What follows belongs to an exercise in optimizing a design on an open flow for small area and few clock cycles; a production flow would make more cautious choices.
Only simulation tests tie the RTL to the original design; equivalence was not proved.
No activity file was given, so power comes from the tool's default toggle rates.

==> design.v <==
module slmp_engine (
    input  wire        clk,
    input  wire        rst,
    input  wire        cmd_valid,
    output wire        cmd_ready,
    input  wire [7:0]  cmd_op,
    input  wire [7:0]  cmd_dev,
    input  wire [15:0] cmd_addr,
    input  wire [15:0] cmd_count,
    input  wire [15:0] cmd_plen,
    input  wire        in_valid,
    output wire        in_ready,
    input  wire [7:0]  in_data,
    input  wire        rx_valid,
    output wire        rx_ready,
    input  wire [7:0]  rx_data,
    input  wire [1:0]  rx_term,
    output wire        dout_valid,
    input  wire        dout_ready,
    output wire [7:0]  dout_data,
    output reg         done,
    output wire [3:0]  st_err,
    output wire [3:0]  st_sub,
    output wire [15:0] st_code,
    output wire [16:0] olen,
    output wire [15:0] res
);
    localparam [7:0] OP_DT_KIND   = 8'h10;
    localparam [7:0] OP_DT_CODE   = 8'h11;
    localparam [7:0] OP_DT_SUBCMD = 8'h12;
    localparam [7:0] OP_FE_READ   = 8'h20;
    localparam [7:0] OP_FE_WRITE  = 8'h21;
    localparam [7:0] OP_FE_SELF   = 8'h22;
    localparam [7:0] OP_RD_RECV   = 8'h30;
    localparam [3:0] E_OK        = 4'd0;
    localparam [3:0] E_TRANSPORT = 4'd3;
    localparam [3:0] E_MALFORMED = 4'd4;
    localparam [3:0] E_REMOTE    = 4'd5;
    localparam [3:0] E_UNKDEV    = 4'd10;
    localparam [3:0] E_ILLEGAL   = 4'd12;
    localparam [3:0] E_CAPACITY  = 4'd13;
    localparam [1:0] ST_IDLE = 2'd0;
    localparam [1:0] ST_FE   = 2'd1;    
    localparam [1:0] ST_RD   = 2'd2;    
    reg [1:0]  state;
    reg        kself;       
    reg        kwrite;      
    reg [3:0]  dev;         
    reg [4:0]  idx;         
    reg [16:0] rd;          
    reg [15:0] rs;          
    reg [15:0] rp;          
    reg        cy;          
    reg        nz;          
    reg [3:0]  err_q;
    reg [1:0]  sub_q;
    reg [16:0] val_q;       
    reg        lenv;        
    reg [7:0]  res_q;
    wire idle   = (state == ST_IDLE);
    wire s_fe   = (state == ST_FE);
    wire s_rd   = (state == ST_RD);
    assign st_err  = err_q;
    assign st_sub  = {2'b00, sub_q};
    assign st_code = (err_q == E_REMOTE) ? val_q[15:0] : 16'd0;
    assign olen    = lenv ? val_q : 17'd0;
    assign res     = {8'h00, res_q};
    wire [3:0] tdev = idle ? cmd_dev[3:0] : dev;
    wire [7:0] tcode;
    assign tcode[7] = 1'b1;
    assign tcode[6] = 1'b0;
    assign tcode[5] = tdev[3] | (tdev[2] & tdev[1]) | (tdev[2] & tdev[0]) | (tdev[1] & tdev[0]);
    assign tcode[4] = !(tdev[0] & (tdev[1] | tdev[2] | tdev[3]));
    assign tcode[3] = (!tdev[3] & !tdev[2] & !tdev[1]) | (tdev[0] & (tdev[2] | tdev[3]));
    assign tcode[2] = (!tdev[3] & !tdev[2] & !tdev[1]) | (tdev[2] & tdev[1]);
    assign tcode[1] = tdev[2] & tdev[1] & tdev[0];
    assign tcode[0] = tdev[2] ? (tdev[1] ~^ tdev[0]) : (tdev[0] & !tdev[1]);
    wire tbit = !tdev[3] & !(tdev[2] & (tdev[1] | tdev[0]));
    wire dev_ok  = (cmd_dev < 8'd10);
    wire is_dt   = (cmd_op == OP_DT_KIND) || (cmd_op == OP_DT_CODE) ||
                   (cmd_op == OP_DT_SUBCMD);
    wire is_rd   = (cmd_op == OP_FE_READ);
    wire is_wr   = (cmd_op == OP_FE_WRITE);
    wire is_self = (cmd_op == OP_FE_SELF);
    wire is_recv = (cmd_op == OP_RD_RECV);
    wire cap_bad = (cmd_plen > 16'd65523);
    wire fe_go   = is_self || ((is_rd || is_wr) && dev_ok && !(is_wr && cap_bad));
    wire acc     = idle && cmd_valid;
    wire [15:0] rp_m1 = rp - 16'd1;
    wire        rp_hz = (rp[15:1] == 15'd0);
    wire        rp_z  = rp_hz && !rp[0];
    wire        rp_1  = rp_hz && rp[0];
    wire       lo   = idx[0];
    wire [7:0] a8   = lo ? rp[7:0] : rp[15:8];
    wire [7:0] k8   = lo ? (idx[4] ? 8'd21 : 8'd12) : 8'd0;
    wire [8:0] s9   = {1'b0, a8} + {1'b0, k8} + {8'd0, !lo && cy};
    wire f_hdr  = s_fe && (idx != 5'd21);
    wire f_pay  = s_fe && (idx == 5'd21);
    reg  [7:0] hbyte;
    always @(*) begin
        case (idle ? 5'd0 : idx)
            5'd0:  hbyte = 8'h50;
            5'd3:  hbyte = 8'hff;
            5'd4:  hbyte = 8'hff;
            5'd5:  hbyte = 8'h03;
            5'd7:  hbyte = s9[7:0];
            5'd8:  hbyte = s9[7:0];
            5'd11: hbyte = kself ? 8'h17 : 8'h01;
            5'd12: hbyte = kself ? 8'h16 : (kwrite ? 8'h14 : 8'h04);
            5'd13: hbyte = {7'd0, !kself && tbit};
            5'd15: hbyte = kself ? 8'h04 : rd[7:0];
            5'd16: hbyte = kself ? 8'h00 : rd[15:8];
            5'd17: hbyte = kself ? 8'hde : 8'h00;
            5'd18: hbyte = kself ? 8'had : tcode;
            5'd19: hbyte = kself ? 8'hbe : rs[7:0];
            5'd20: hbyte = kself ? 8'hef : rs[15:8];
            default: hbyte = 8'h00;
        endcase
    end
    wire r_body  = s_rd && !idx[4] && idx[3] && idx[2];    
    wire r_pay   = s_rd && idx[1] && r_body && !nz;        
    wire rx_need = s_rd && !(r_body && rp_z);
    assign cmd_ready  = idle;
    assign in_ready   = f_pay && dout_ready;
    assign dout_valid = (acc && fe_go) || f_hdr || (f_pay && in_valid) ||
                        (r_pay && rx_valid && !rp_z);
    assign dout_data  = f_pay ? in_data : s_rd ? rx_data : hbyte;
    assign rx_ready   = rx_need && (!r_pay || dout_ready);
    wire rx_take = rx_valid && rx_ready;
    wire rx_fail = rx_need && !rx_valid && (rx_term != 2'd0);
    wire [15:0] stw  = {rx_data, rd[7:0]};
    wire        st_z = (stw == 16'd0);
    reg        fin;
    reg [3:0]  fin_err;
    reg [1:0]  fin_sub;
    reg        fin_len;
    always @(*) begin
        fin     = 1'b0;
        fin_err = E_OK;
        fin_sub = 2'd0;
        fin_len = 1'b0;
        if (idle) begin
            if (cmd_valid) begin
                if (is_dt) begin
                    fin = 1'b1;
                    fin_err = dev_ok ? E_OK : E_UNKDEV;
                end else if (is_rd || is_wr) begin
                    if (!dev_ok) begin
                        fin = 1'b1; fin_err = E_UNKDEV;
                    end else if (is_wr && cap_bad) begin
                        fin = 1'b1; fin_err = E_CAPACITY; fin_sub = 2'd2;
                    end
                end else if (!is_self && !is_recv) begin
                    fin = 1'b1; fin_err = E_ILLEGAL;
                end
            end
        end else if (s_fe) begin
            fin_len = 1'b1;
            if (dout_ready && ((idx == 5'd20 && rp_z) || (f_pay && in_valid && rp_1)))
                fin = 1'b1;
        end else begin
            if (rx_take && idx == 5'd31 && rx_data != 8'hd0 && rx_data != 8'hd4) begin
                fin = 1'b1; fin_err = E_MALFORMED; fin_sub = 2'd1;
            end
            if (r_body) begin
                if (rp_z) begin
                    fin = 1'b1; fin_err = E_MALFORMED; fin_sub = 2'd2;
                end else if (rx_take && rp_1) begin
                    fin = 1'b1;
                    if (idx[1:0] == 2'd0) begin
                        fin_err = E_MALFORMED; fin_sub = 2'd2;
                    end else begin
                        fin_len = (idx[1:0] == 2'd1) ? st_z : !nz;
                        fin_err = fin_len ? E_OK : E_REMOTE;
                    end
                end
            end
            if (rx_fail) begin
                fin = 1'b1;
                fin_err = E_TRANSPORT;
                fin_sub = rx_term;
            end
        end
    end
    always @(posedge clk) begin
        if (idle) begin
            rd     <= {1'b0, cmd_addr};
            rs     <= cmd_count;
            rp     <= is_wr ? cmd_plen : 16'd0;
            dev    <= cmd_dev[3:0];
            kself  <= is_self;
            kwrite <= is_wr;
            idx    <= is_recv ? 5'd31 : (dout_ready ? 5'd1 : 5'd0);
        end else if (s_fe) begin
            if (f_hdr && dout_ready) begin
                idx <= idx + 5'd1;
                if (lo) cy <= s9[8];
                if (idx == 5'd17) rd[7:0] <= s9[7:0];
                if (idx == 5'd18) rd[16:8] <= s9;
            end
            if (f_pay && in_valid && dout_ready) rp <= rp_m1;
        end else if (rx_take) begin
            if (idx != 5'd14) idx <= idx + 5'd1;
            if (idx == 5'd31 && rx_data == 8'hd0) idx <= 5'd4;
            if (r_body) rp <= rp_m1;
            else        rp <= {rx_data, rp[15:8]};
            if (idx == 5'd12) rd[7:0] <= rx_data;
            if (idx == 5'd13) begin
                rd <= st_z ? {1'b0, rp_m1} : {1'b0, stw};
                nz <= !st_z;
            end
        end
        if (fin) begin
            val_q[7:0]  <= rd[7:0];
            val_q[15:8] <= (s_rd && idx[1:0] == 2'd1) ? rx_data : rd[15:8];
            val_q[16]   <= rd[16];
        end
        if (rst) begin
            state <= ST_IDLE;
            done  <= 1'b0;
            err_q <= E_OK;
            sub_q <= 2'd0;
            lenv  <= 1'b0;
            res_q <= 8'd0;
        end else begin
            done <= fin;
            if (fin) begin
                err_q <= fin_err;
                sub_q <= fin_sub;
                lenv  <= fin_len;
                state <= ST_IDLE;
            end else if (idle && cmd_valid) begin
                state <= is_recv ? ST_RD : ST_FE;
            end
            if (acc && is_dt && dev_ok)
                res_q <= (cmd_op == OP_DT_CODE) ? tcode : {7'd0, tbit};
        end
    end
endmodule
==> run.sh <==
#!/bin/bash
# synth_recipe.tcl (not shown) runs the flow's synth.tcl, then flattens the netlist and writes it again
# the make line also repeats each setting of config.mk as NAME=value (left out here)
make -C /OpenROAD-flow-scripts/flow DESIGN_CONFIG=/design/flow/config.mk WORK_HOME=/design/flow/orfs CLKGATE_MAP_FILE= SYNTH_SCRIPT=/design/flow/synth_recipe.tcl finish
==> config.mk <==
export PLATFORM = sky130hd
export DESIGN_NAME = slmp_engine
export DESIGN_NICKNAME = slmp_engine
export VERILOG_FILES = /design/flow/design.v
export SDC_FILE = /design/flow/constraint.sdc
export NUM_CORES = 4
export LEC_CHECK = 0
export CAP_MARGIN = 20
export CORE_MARGIN = 2
export CORE_UTILIZATION = 40
export SLEW_MARGIN = 20
==> constraint.sdc <==
create_clock -name core_clock -period 5.0 [get_ports {clk}]
set_input_delay 1.0000 -clock core_clock [delete_from_list [all_inputs] [get_ports {clk}]]
set_output_delay 1.0000 -clock core_clock [all_outputs]
set_load 0.01 [all_outputs]
==> qor.yml, run 1 <==
run_status:
  outcome: "timing/DRC/antenna clean"
logic_synthesis:
  synth_top_area_cell: "edfxtp_1"
  synth_common_cells: "edfxtp_1 (74), nand2_1 (62), nor2_1 (45)"
  synth-main-ff-cell: "edfxtp_1"
  synth_simple_gate_area_share_pct: 23.4
  synth_area_leaders: "edfxtp_1 (33%), dfxtp_1 (6.6%), and2_1 (3.9%)"
  synth-xor-area-share_pct: 2.87
  synth_compound_area_share_pct: 22.1
  synth_most_common_cell: "edfxtp_1"
  ys_warn_count: 1
  synth_cells: 728
  async_flop_share_pct: 0
  synth-edff-count: 74
  syn_area_mm2: 0.00671
  ys_seq_area_share_pct: 39.7
  syn_area_per_cell_um2: 9.22
  synth_seq_cells: 96
  synth_top_area_share_pct: 33.1
  synthMuxAreaShare_pct: 4.40
  yosys.cell_types.count: 83
  synth_adder_area_share_pct: 2.53
  synth_top_family_by_area: "simple AND/OR/NAND/NOR gates"
layout:
  n_antenna_cell: 0
  syn_to_final_growth_pct: 30.4
  drive_gt1_share_pct: 10.2
  stdcell_area_mm2: 0.00875
  nets: 969
placement:
  hpwlAfterDp_um: 20500
  io_buffers: 146
  detailed_place.area_mm2: 0.00846
  place.gp.congestion: 1.02
pwr:
  p_per_area_mw_per_mm2: 274
  power.total_mw: 2.40
  leakagePower_nw: 3.10
  peakVddDrop_v: 0.000168
floorplan:
  row_count: 47
  core_mm2: 0.0165
  initial_core_util_pct: 40.8
  die_w_um: 134
  dieHeight_um: 134
  die-area_mm2: 0.0178
  design.portCount: 158
sta:
  fin_skew_ns: 0.00959
  setup_viol: 0
  hold_viol_final: 0
  min_period_ns: 4.73
  final_max_slew_viol_count: 0
  worst_slew_margin_rel_pct: 31.2
  worst_slew_pin_slew_ns: 1.03
  grt_setup_unrepaired: "no"
  post-route-period-util_pct: 94.6
  max_freq_mhz: 211
  setup_tns_ns: 0
grt:
  grt_pass1_vias: 6429
  grt_usage_pct: 29.2
  grt_overflow: 0
  antenna_found_initial: 0
  grt_max_degree: 33
  grt_pass1_wl_um: 38800
setup_path:
  crit_slowest_cell: "clkdlybuf4s50_1"
  reg2reg_depth: 8
  worstSetupPathType: "reg -> out"
  cp_common_cell: "o21ai_0"
  r2r_setup_slack_ns: 1.59
  r2r_start: "state[1]"
  cpPeakStageDelay_ns: 0.61
  reg2reg_to: "rp[15]"
  required_ns: 4.00
  end_kind: "output port"
  worstSetupStartpointType: "flip-flop"
  crit_chain: "buf_4 > and2_1 > fa_1 > ha_1 > o21ai_0 > a21boi_0 > o21ai_0 > a21oi_1 > xor2_1 > o31ai_1 > clkdlybuf4s50_1"
  cp.arrival_ns: 3.73
  worstPathMaxFanout: 16
detailed_routing:
  drtIter0Drc: 617
  via_count: 6745
  drc: 0
  via_per_inst: 6.17
  drt-pass1-iter-count: 5
  wire_per_inst_um: 23.8
  wl_um: 26000
  ant_nets: 0
job:
  maxCapViolCount: 0
clocking:
  clkTransAtPathRegs_ns: 0.06
  clkLatencyLatePin_ns: 0.36
  clock-root-buffer: "clkbuf_16"
  cts_num_sinks: 96
  htreeDepth: 3
  postCtsResizedCells: 0
  cts_setup_buffers: 0
  ctsHoldBuffers: 0
  clk_path_buf_depth: 2
  tritoncts: "built"
  cts_buffers: 9
worst_hold_path:
  min_from: "rd[16]"
  hold_end: "val_q[16]"
  worstHoldPathType: "reg -> reg"
  min_path_cells: 0
==> worst max path at each step <==
stage | start | endpoint | slack, ns | depth (start not counted)
3_5_place_dp | cmd_dev[1] | dout_data[5] | 0.41 | 8
6_report | idx[0] | dout_data[6] | 0.27 | 11
2_1_floorplan | idx[0] | dout_data[5] | 0.59 | 11
4_1_cts | idx[0] | dout_data[6] | 0.26 | 11
3_3_place_gp | cmd_dev[1] | dout_data[5] | 0.41 | 8
5_1_grt | idx[0] | dout_data[6] | 0.04 | 11
==> state kept, by name, indices dropped and copies added, names as in the netlist, 2 cells and up <==
name	count
dev	4
err_q	4
idx	5
rd	17
res_q	7
rp	16
rs	16
state	2
sub_q	2
val_q	17
==> power by group <==
part / switching (mW) / total [mW] / leakage (nW) / internal (mW)
Combinational: 0.384 / 0.662 / 2.01 / 0.278
Clock: 0.309 / 0.690 / 0.145 / 0.381
Sequential: 0.0864 / 1.04 / 0.942 / 0.958
==> worst max-delay path: cells and delay by family, from the launching register on <==
| kind | cells | cell delay, ns |
|---|---|---|
| xor gates and xnor gates | 1 | 0.25 |
| and+or+nand+nor | 1 | 0.21 |
| buffers and inverters | 2 | 0.83 |
| DFF | 1 | 0.42 |
| adders and majority gates | 2 | 0.71 |
| AOI/OAI and AO/OA | 5 | 0.96 |
==> per-stage QoR <==
stage	worst slack (ns)	utilization [%]	hold slack, ns	std cells
2_1_floorplan	0.594	-	0.401	738
3_3_place_gp	0.410	51.3	0.421	1077
3_5_place_dp	0.411	51.4	0.438	1077
4_1_cts	0.260	53.2	0.457	1093
5_1_grt	0.0446	53.2	0.471	1093
6_report	0.268	53.2	0.449	1093
==> layer usage <==
layer | up-vias | global-route usage [%] | routed length, µm
met5 | - | 0 | 0
met4 | 0 | 15.0 | 1200
met3 | 70 | 5.02 | 2240
met2 | 396 | 44.6 | 11400
met1 | 3232 | 39.7 | 11200
li1 | 3047 | - | -
==> area by class of cell <==
cell class	count	area [µm²]
timing repair buffer	174	1670
sequential	96	2660
tap	220	275
fill	1516	7710
multi-input combinational	567	3770
clock buffer	12	268
clock inverter	4	26.3
inverter	20	75.1
==> placed cells by master, fill, tap and decap left out, drive strengths merged, types with 8 or more instances in the layout <==
master         count
nor3              21
nand4             12
dfxtp             22
nand3             21
a22oi             14
o221ai             9
ha                12
nor4              13
mux2              12
o21ai             30
nor2              45
a31oi              8
edfxtp            74
buf               28
nand2             62
clkdlybuf4s50    146
nor2b              9
nand2b             8
clkbuf            12
conb              11
a211oi            19
xnor2             15
inv               17
and2              43
or3                9
a31o              18
mux2i             16
o211ai            15
a21oi             35
==> kinds of logic (layout without fill, tap and decap cells) <==
family / count (synthesis) / count (layout)
compound gates: 206 / 206
xor+xnor: 22 / 22
fa+ha+maj: 13 / 13
buf+inv: 75 / 210
flops: 96 / 96
mux: 28 / 28
other cells: 1 / 11
simple gates: 287 / 287
Testbench counts, summed over its fixed seeds: cycles 92,211.
==> run 2, diff against run 1 <==
--- a/config.mk
+++ b/config.mk
@@ -8,4 +8,7 @@
 export CAP_MARGIN = 20
 export CORE_MARGIN = 2
 export CORE_UTILIZATION = 40
+export CTS_BUF_LIST = sky130_fd_sc_hd__clkbuf_8
+export CTS_CLUSTER_DIAMETER = 150
+export CTS_CLUSTER_SIZE = 40
 export SLEW_MARGIN = 20
==> qor.yml, run 2 <==
detailed_routing:
  wl_um: 25900  # was 26000 µm
  drtIter0Drc: 697  # was 617
  via_per_inst: 6.12  # was 6.17
  ant_nets: 0  # unchanged
  wire_per_inst_um: 23.7  # was 23.8 µm
  drc: 0  # unchanged
  drt-pass1-iter-count: 5  # unchanged
  via_count: 6692  # was 6745
floorplan:
  die_w_um: 134  # unchanged
  core_mm2: 0.0165  # unchanged
  die-area_mm2: 0.0178  # unchanged
  initial_core_util_pct: 40.8  # unchanged
  design.portCount: 158  # unchanged
  row_count: 47  # unchanged
  dieHeight_um: 134  # unchanged
layout:
  final_cell_mix: "clkdlybuf4s50_1 (146), edfxtp_1 (74), nand2_1 (62)"  # unchanged
  register_area_mm2: 0.00266  # unchanged
  layout_commonest_cell: "clkdlybuf4s50_1"  # unchanged
  drive_gt1_share_pct: 10.2  # unchanged
  nets: 969  # unchanged
  n_antenna_cell: 0  # unchanged
  syn_to_final_growth_pct: 28.9  # was 30.4%
  multi_input_area_mm2: 0.00377  # unchanged
  top_regs: "rd x17, val_q x17"  # unchanged
  postLayoutCoreUtil_pct: 52.6  # was 53.2%
  stdcell_area_mm2: 0.00866  # was 0.00875 mm²
  filler_cell_count: 1523  # was 1516
logic_synthesis:
  synth_top_area_share_pct: 33.1  # unchanged
  synth_most_common_cell: "edfxtp_1"  # unchanged
  syn_area_per_cell_um2: 9.22  # unchanged
  synth_cells: 728  # unchanged
  synth_area_leaders: "edfxtp_1 (33%), dfxtp_1 (6.6%), and2_1 (3.9%)"  # unchanged
  synth-edff-count: 74  # unchanged
  yosys.cell_types.count: 83  # unchanged
  ys_seq_area_share_pct: 39.7  # unchanged
  synth_common_cells: "edfxtp_1 (74), nand2_1 (62), nor2_1 (45)"  # unchanged
  async_flop_share_pct: 0  # unchanged
  synth_seq_cells: 96  # unchanged
  synth_top_area_cell: "edfxtp_1"  # unchanged
  syn_area_mm2: 0.00671  # unchanged
  synth-main-ff-cell: "edfxtp_1"  # unchanged
  ys_warn_count: 1  # unchanged
setup_path:
  worstSetupPathType: "reg -> out"  # unchanged
  end_kind: "output port"  # unchanged
  r2r_start: "state[1]"  # unchanged
  cpPeakStageDelay_ns: 0.49  # was 0.61 ns
  crit_chain: "buf_4 > and2_1 > fa_1 > ha_1 > o21ai_0 > a21boi_0 > nor2_1 > xor2_1 > o211ai_1 > o31a_1 > clkdlybuf4s50_1"  # was buf_4 > and2_1 > fa_1 > ha_1 > o21ai_0 > a21boi_0 > o21ai_0 > a21oi_1 > xor2_1 > o31ai_1 > clkdlybuf4s50_1
  reg2reg_to: "rp[15]"  # unchanged
  startpoint: "idx[0]"  # unchanged
  critPathBufInv: 2  # unchanged
  cp-endpoint: "dout_data[4]"  # was dout_data[6]
  cp.arrival_ns: 3.78  # was 3.73 ns
  required_ns: 4.00  # about the same
  path_delay_family: "compound AO/OA/AOI/OAI gates"  # unchanged
  crit_slowest_cell: "clkdlybuf4s50_1"  # unchanged
  worstPathMaxFanout: 16  # unchanged
  reg2reg_depth: 8  # unchanged
  worstSetupStartpointType: "flip-flop"  # unchanged
  r2r_setup_slack_ns: 1.57  # was 1.59 ns
  worstSetupPathDepth: 11  # unchanged
clocking:
  clock-root-buffer: "clkbuf_8"  # was clkbuf_16
  htreeDepth: 3  # unchanged
  postCtsResizedCells: 0  # unchanged
  clkLatencyLatePin_ns: 0.38  # was 0.36 ns
  ctsHoldBuffers: 0  # unchanged
  tritoncts: "built"  # unchanged
  cts_buffers: 9  # unchanged
  clkTransAtPathRegs_ns: 0.09  # was 0.06 ns
  clk_path_buf_depth: 2  # unchanged
  cts_num_sinks: 96  # unchanged
  cts_setup_buffers: 0  # unchanged
sta:
  min_period_ns: 4.78  # was 4.73 ns
  setup_tns_ns: 0  # unchanged
  worst_slew_pin_slew_ns: 1.03  # about the same
  max_freq_mhz: 209  # was 211 MHz
  setup_viol: 0  # unchanged
  grt_setup_unrepaired: "no"  # unchanged
  worst_slew_margin_rel_pct: 31.2  # about the same
  final_max_slew_viol_count: 0  # unchanged
  hold_viol_final: 0  # unchanged
  fin_skew_ns: 0.00939  # was 0.00959 ns
  whs_ns: 0.454  # was 0.449 ns
  post-route-period-util_pct: 95.6  # was 94.6%
pwr:
  peakVddDrop_v: 0.000124  # was 0.000168 V
  p_int_mw: 1.48  # was 1.62 mW
  power_frac_comb_pct: 29.7  # was 27.6%
  p_switching_uw: 754  # was 780 µW
  swShare_pct: 33.8  # was 32.5%
  power.total_mw: 2.23  # was 2.40 mW
  p_per_area_mw_per_mm2: 258  # was 274 mW/mm²
  leakagePower_nw: 3.06  # was 3.10 nW
  clock_power_share_pct: 23.6  # was 28.8%
  p_seq_share_pct: 46.7  # was 43.6%
grt:
  grt_max_degree: 33  # unchanged
  grt_pass1_vias: 6421  # was 6429
  grt_pass1_wl_um: 38700  # was 38800 µm
  grt_overflow: 0  # unchanged
  grt_usage_pct: 29.1  # was 29.2%
  antenna_found_initial: 0  # unchanged
run_status:
  outcome: "timing/DRC/antenna clean"  # unchanged
worst_hold_path:
  worstHoldPathType: "reg -> reg"  # unchanged
placement:
  detailed_place.area_mm2: 0.00846  # unchanged
  io_buffers: 146  # unchanged
  hpwlAfterDp_um: 20500  # unchanged
  place.gp.congestion: 1.02  # unchanged
job:
  maxCapViolCount: 0  # unchanged
[run 2: area by class of cell]
type,instances,area share (%)
timing repair buffer,174,19.3
clock inverter,6,0.694
multi-input combinational,567,43.6
inverter,20,0.867
clock buffer,10,1.59
tap,220,3.18
sequential,96,30.8
[run 2: cell families after synthesis]
group | count (synthesis) | share of synthesized area [%]
flip-flops | 96 | 39.7
adder cells (fa/ha/maj) | 13 | 2.53
other | 1 | 0.0559
XOR/XNOR | 22 | 2.87
buffers and inverters | 75 | 4.99
AND/OR/NAND/NOR | 287 | 23.4
multiplexers | 28 | 4.40
AO/OA/AOI/OAI | 206 | 22.1
[run 2: power groups by stage]
stage	clock, mW	combinational (mW)	sequential, mW
final	0.526	0.663	1.04
after global routing	0.568	0.706	1.05
after CTS	0.539	0.649	1.04
after detailed placement	0	0.644	1.06
after global placement	0	0.642	1.06
after floorplan	0	0.389	1.01
[run 2: worst min-delay path by stage]
stage	from	end	cells past startpoint	slack, ns
floorplan	rd[16]	val_q[16]	0	0.40
global placement	rd[16]	val_q[16]	0	0.42
detailed placement	rd[16]	val_q[16]	0	0.44
CTS	rd[16]	val_q[16]	0	0.46
global route	rd[16]	val_q[16]	0	0.48
finish	rd[16]	val_q[16]	0	0.45
[run 2: per-layer routing]
| metal | track usage (%) | share of wire, % | vias up |
|---|---|---|---|
| met5 | 0 | 0 | - |
| met4 | 14.4 | 4.5 | 0 |
| met3 | 5.21 | 10 | 68 |
| met2 | 44.8 | 43 | 410 |
| met1 | 39.7 | 42 | 3173 |
| li1 | - | - | 3041 |
[run 2: metrics by stage]
| stage | cells | setup WS, ns |
|---|---|---|
| 4_1_cts | 1093 | 0.218 |
| 6_report | 1093 | 0.221 |
| 3_5_place_dp | 1077 | 0.411 |
| 2_1_floorplan | 738 | 0.594 |
| 5_1_grt | 1093 | 0.00111 |
| 3_3_place_gp | 1077 | 0.410 |

port drivers added, routing unchanged:
Ports are ideal in the flow. The routed layouts listed here were re-timed in OpenROAD. Step 1 sets driving cells, clkbuf_16 on the clock port and buf_2 on the other inputs (assumed; they add their load-dependent delay and slew). Step 2 adds t to the input delays and takes it off the output delays; t is the mean of the earliest and latest rising clock arrival at the registers after step 1. Input paths then give back, and output paths get back, about the clock's delay inside the block. a / b / c = ideal / step 1 / step 2; a / b = the first two.
| run | t (ns) | setup slack, ns | worst setup path after step 2 |
|---|---|---|---|
| run 1 | 0.399 | 0.268 / 0.224 / 0.361 | input to output |
| run 2 | 0.419 | 0.221 / 0.181 / 0.354 | input to output |
After both steps every run listed still meets setup and hold.
